This is an optimization exercise on Yosys and OpenROAD, whose aim is small area and a short achievable clock period, not a production implementation. At most, simulation tests tie the RTL to the original design; equivalence was not proved. No activity file was given, so power comes from the tool's default toggle rates.

## build 64
## fx2_core
module fx2_core (
    input  wire        clk,
    input  wire        rst,
    input  wire        d_req,
    input  wire        d_we,
    input  wire [15:0] d_adr,
    input  wire [7:0]  d_dat_w,
    output wire [7:0]  d_dat_r,
    output wire        d_ack,
    output wire        d_err,
    input  wire        i_req,
    input  wire [15:0] i_adr,
    output wire [31:0] i_dat_r,
    output wire        i_ack,
    output wire        i_err
);
==> flow/config.mk <==
export PLATFORM = sky130hd
export DESIGN_NAME = fx2_core
export DESIGN_NICKNAME = fx2_core
export VERILOG_FILES = /design/flow/design.v
export SDC_FILE = /design/flow/constraint.sdc
export NUM_CORES = 4
export LEC_CHECK = 0
export CAP_MARGIN = 10
export CORE_MARGIN = 2
export CORE_UTILIZATION = 45
export CTS_BUF_LIST = sky130_fd_sc_hd__clkbuf_8
export CTS_CLUSTER_DIAMETER = 50
export CTS_CLUSTER_SIZE = 16
export PLACE_DENSITY = 0.56
export SLEW_MARGIN = 10
export TNS_END_PERCENT = 1
==> flow/constraint.sdc <==
create_clock -name core_clock -period 10.0 [get_ports {clk}]
set_input_delay 2.0000 -clock core_clock [delete_from_list [all_inputs] [get_ports {clk}]]
set_output_delay 2.0000 -clock core_clock [all_outputs]
set_load 0.01 [all_outputs]
standard.sh (not shown) runs the stock make flow with config.mk's settings and CLKGATE_MAP_FILE= SYNTH_SCRIPT=/design/flow/synth_recipe.tcl, a recipe that flattens the netlist after the stock synthesis.
==> flow/flow/run.sh <==
#!/bin/bash
set -euo pipefail
cd "$(dirname "$0")/.."
bash standard.sh SETUP_SLACK_MARGIN=6.5 finish > flow_standard.log 2>&1
The final report for build 64 shows a completed flow and a layout that fails verification, specifically capacitance limit.
Input changes introduced in build 46 (baseline for comparison: build 64):
==> flow/config.mk <==
export PLATFORM = sky130hd
export DESIGN_NAME = fx2_core
export DESIGN_NICKNAME = fx2_core
export VERILOG_FILES = /design/flow/design.v
export SDC_FILE = /design/flow/constraint.sdc
export NUM_CORES = 4
export LEC_CHECK = 0
export CAP_MARGIN = 20
export CORE_MARGIN = 2
export CORE_UTILIZATION = 45
export CTS_BUF_LIST = sky130_fd_sc_hd__clkbuf_8 sky130_fd_sc_hd__clkbuf_16
export CTS_CLUSTER_DIAMETER = 60
export CTS_CLUSTER_SIZE = 24
export PLACE_DENSITY = 0.56
export SLEW_MARGIN = 20
export TNS_END_PERCENT = 1
Summary of build 64 and build 46: one run falls short of a clean finish, namely build 64. ~same worst hold slack in build 64 and build 46. Number of optimization iterations in the first detailed-route pass: build 46 vs build 64 down 1. d_req as the launch point of the critical path was reported by build 46, and d_adr[5] by build 64. In terms of HPWL after detailed placement, build 64 and build 46 differ only marginally.
Relative to build 46, the following input files were edited for build 54:
diff --git a/flow/config.mk b/flow/config.mk
--- a/flow/config.mk
+++ b/flow/config.mk
@@ -9,7 +9,7 @@
 export CORE_MARGIN = 2
 export CORE_UTILIZATION = 45
-export CTS_BUF_LIST = sky130_fd_sc_hd__clkbuf_8 sky130_fd_sc_hd__clkbuf_16
-export CTS_CLUSTER_DIAMETER = 60
-export CTS_CLUSTER_SIZE = 24
+export CTS_BUF_LIST = sky130_fd_sc_hd__clkbuf_8
+export CTS_CLUSTER_DIAMETER = 50
+export CTS_CLUSTER_SIZE = 16
 export PLACE_DENSITY = 0.56
 export SLEW_MARGIN = 20
### Flow results
- Per the final summary, build 54 finished and its layout is clean on timing, DRC and antenna.
- Re number of buffers inserted by port buffering: no difference whatsoever between build 54 and build 46.
- The lower area fraction of clock buffers and clock inverters of build 54 and build 46 is in build 54.
- Build 46 → build 54: largest net degree at the start of global routing stayed essentially flat, power spent charging and discharging nets went down, sequential fraction of total cell area shows no meaningful change, overall power decreased 3.0%, global-route usage over all layers saw an increase.
- Clock buffer count in the final layout of build 54 exceeds that of build 46 by more than a quarter.
- Compared with build 46, build 54 shows a higher global-route wire length before repair.
- | worst setup slack | build 54 vs build 46 | better |


Another version of the RTL of fx2_core (not shown whole).
Size in the first run: ~5000 cells after synthesis, ~2100 flip-flops, ~89 I/O pins, about 82000 sq um of cells after synthesis.
==> flow/config.mk <==
export PLATFORM = sky130hd
export DESIGN_NAME = fx2_core
export DESIGN_NICKNAME = fx2_core
export VERILOG_FILES = /design/flow/design.v
export SDC_FILE = /design/flow/constraint.sdc
export NUM_CORES = 4
export LEC_CHECK = 0
export CAP_MARGIN = 20
export CORE_MARGIN = 2
export CORE_UTILIZATION = 22
export CTS_BUF_LIST = sky130_fd_sc_hd__clkbuf_4 sky130_fd_sc_hd__clkbuf_8
export PLACE_DENSITY = 0.28
export SLEW_MARGIN = 20
==> flow/constraint.sdc <==
create_clock -name core_clock -period 10.0 [get_ports {clk}]
set_input_delay 2.0000 -clock core_clock [delete_from_list [all_inputs] [get_ports {clk}]]
set_output_delay 2.0000 -clock core_clock [all_outputs]
set_load 0.01 [all_outputs]
Scripts as last shown in full above: flow/flow/run.sh
Edit:
==> flow/run.sh (new file) <==
#!/bin/bash
# synth_recipe.tcl (not shown) runs the flow's synth.tcl, then flattens the netlist and writes it again
# the make line also repeats each setting of config.mk as NAME=value (left out here)
make -C /OpenROAD-flow-scripts/flow DESIGN_CONFIG=/design/flow/config.mk WORK_HOME=/design/flow/orfs CLKGATE_MAP_FILE= SYNTH_SCRIPT=/design/flow/synth_recipe.tcl finish
SETUP_SLACK_MARGIN = 5   (was not set)
removed: flow/flow/run.sh
removed: flow/standard.sh
The changed run produced a clean layout.
Clock power hardly moves.
First-iteration DRC count is lower by 10%.
Area after synthesis does not change.
Cell area came out lower by 10%.
Fmax fell by 17%.
Total power shrinks by 2.6%.
Routed wire length falls by 7.8%.
Global-route usage falls by 1.9 points.
Worst hold slack barely changes.
No functional check of the RTL was part of any run of this note.


fx2_core, a different RTL version from the one above (not shown whole).
For scale: about 4,900 cells after synthesis, roughly 2,100 flip-flops, roughly 89 I/O pins, ~80,000 um^2 of cells after synthesis.
Settings: LEC_CHECK=0, CAP_MARGIN=20, CORE_MARGIN=2, CORE_UTILIZATION=50, CTS_BUF_LIST=sky130_fd_sc_hd__clkbuf_8 sky130_fd_sc_hd__clkbuf_16, CTS_CLUSTER_DIAMETER=60, CTS_CLUSTER_SIZE=24, PLACE_DENSITY=0.62, SETUP_SLACK_MARGIN=5, SLEW_MARGIN=20; clock period 10.0 ns.
run.sh (not shown) runs the stock make flow with config.mk's settings and CLKGATE_MAP_FILE= SYNTH_SCRIPT=/design/flow/synth_recipe.tcl, a recipe that flattens the netlist after the stock synthesis.
Stock flow here: none of the scripts above is used.
The baseline completed without violations.
Rerun with:
- CTS_CLUSTER_DIAMETER: 60 -> 80
- CTS_CLUSTER_SIZE: 24 -> 30
Setup slack improved by 28 ps.
Worst hold slack improved by 8.0 ps.
Final area shrinks by 1.4%.
Sequential share of layout area grows by 0.98 points.
Clock skew grows by 4.3 ps.
Synthesized cell count is unchanged.
Flip-flop and latch count is unchanged.
Wire length grows by 0.65%.
Global-route usage shrinks by 0.38 points.
Cell count shrinks by 1.1%.
Total power shrinks by 5.9%.
Rerun with:
==> flow/flow/run.sh (new file) <==
#!/bin/bash
set -euo pipefail
cd "$(dirname "$0")/.."
bash standard.sh SETUP_SLACK_MARGIN=6.5 finish > flow_standard.log 2>&1
==> flow/standard.sh (new file) <==
#!/bin/bash
# synth_recipe.tcl (not shown) runs the flow's synth.tcl, then flattens the netlist and writes it again
# the make line also repeats each setting of config.mk as NAME=value (left out here)
make -C /OpenROAD-flow-scripts/flow DESIGN_CONFIG=/design/flow/config.mk WORK_HOME=/design/flow/orfs CLKGATE_MAP_FILE= SYNTH_SCRIPT=/design/flow/synth_recipe.tcl "${@:-finish}"
- CTS_CLUSTER_DIAMETER: 80 -> 60
- CTS_CLUSTER_SIZE: 30 -> 24
- SETUP_SLACK_MARGIN: 5 -> default
- TNS_END_PERCENT: default -> 1
removed: flow/run.sh
Effect:
- design area rises by 7.0%
- clock power rises by 22%
- global-route usage rises by 3.7 points
- clock skew stays flat
- total power rises by 8.4%
- final cell count rises by 4.4%
- worst hold slack is worse by 4.7 ps
- maximum frequency rises by 7.8%
- area after synthesis does not change
- via count rises by 4.8%

==> static timing again, ports no longer ideal <==
In the flow no input, the clock included, has a driving cell. The finished layouts below were timed again as built, in two steps.
Step 1 sets driving cells, clkbuf_16 on the clock port and buf_2 on the other inputs (assumed; they add their load-dependent delay and slew).
Step 2 also shifts input and output timing later by t, the mid clock arrival at the registers, as if the neighbouring blocks saw the same clock.
a / b / c = no drivers / after step 1 / after step 2; a / b = the first two.
| run | t (ns) | slack for setup (ns) | worst hold slack (ns) | pins driven straight from the clock port |
|---|---|---|---|---|
| build 64 | 1.075 | 5.641 / 5.592 / 4.517 | 0.463 / 0.463 / 0.463 | 1 |
| build 46 | 0.901 | 5.405 / 5.370 / 4.469 | 0.464 / 0.464 / 0.464 | 1 |
| build 54 | 1.062 | 5.599 / 5.522 / 4.461 | 0.463 / 0.463 / 0.463 | 1 |
| the first run of note 2 | 1.214 | 5.582 / 5.184 / 3.970 | 0.469 / 0.469 / 0.469 | 1 |
| the second run of note 2 | 1.209 | 4.693 / 4.564 / 3.355 | 0.468 / 0.468 / 0.468 | 1 |
| the first run of note 3 | 0.902 | 4.918 / 4.888 / 3.986 | 0.460 / 0.460 / 0.460 | 1 |
| the second run of note 3 | 0.843 | 4.946 / 4.890 / 4.047 | 0.468 / 0.468 / 0.468 | 1 |
| the third run of note 3 | 0.900 | 5.314 / 5.174 / 4.274 | 0.464 / 0.464 / 0.464 | 1 |
For the first run of note 2, which loses most, drivers alone change the setup slack by -0.398 ns; drivers and shift together by -1.612 ns.
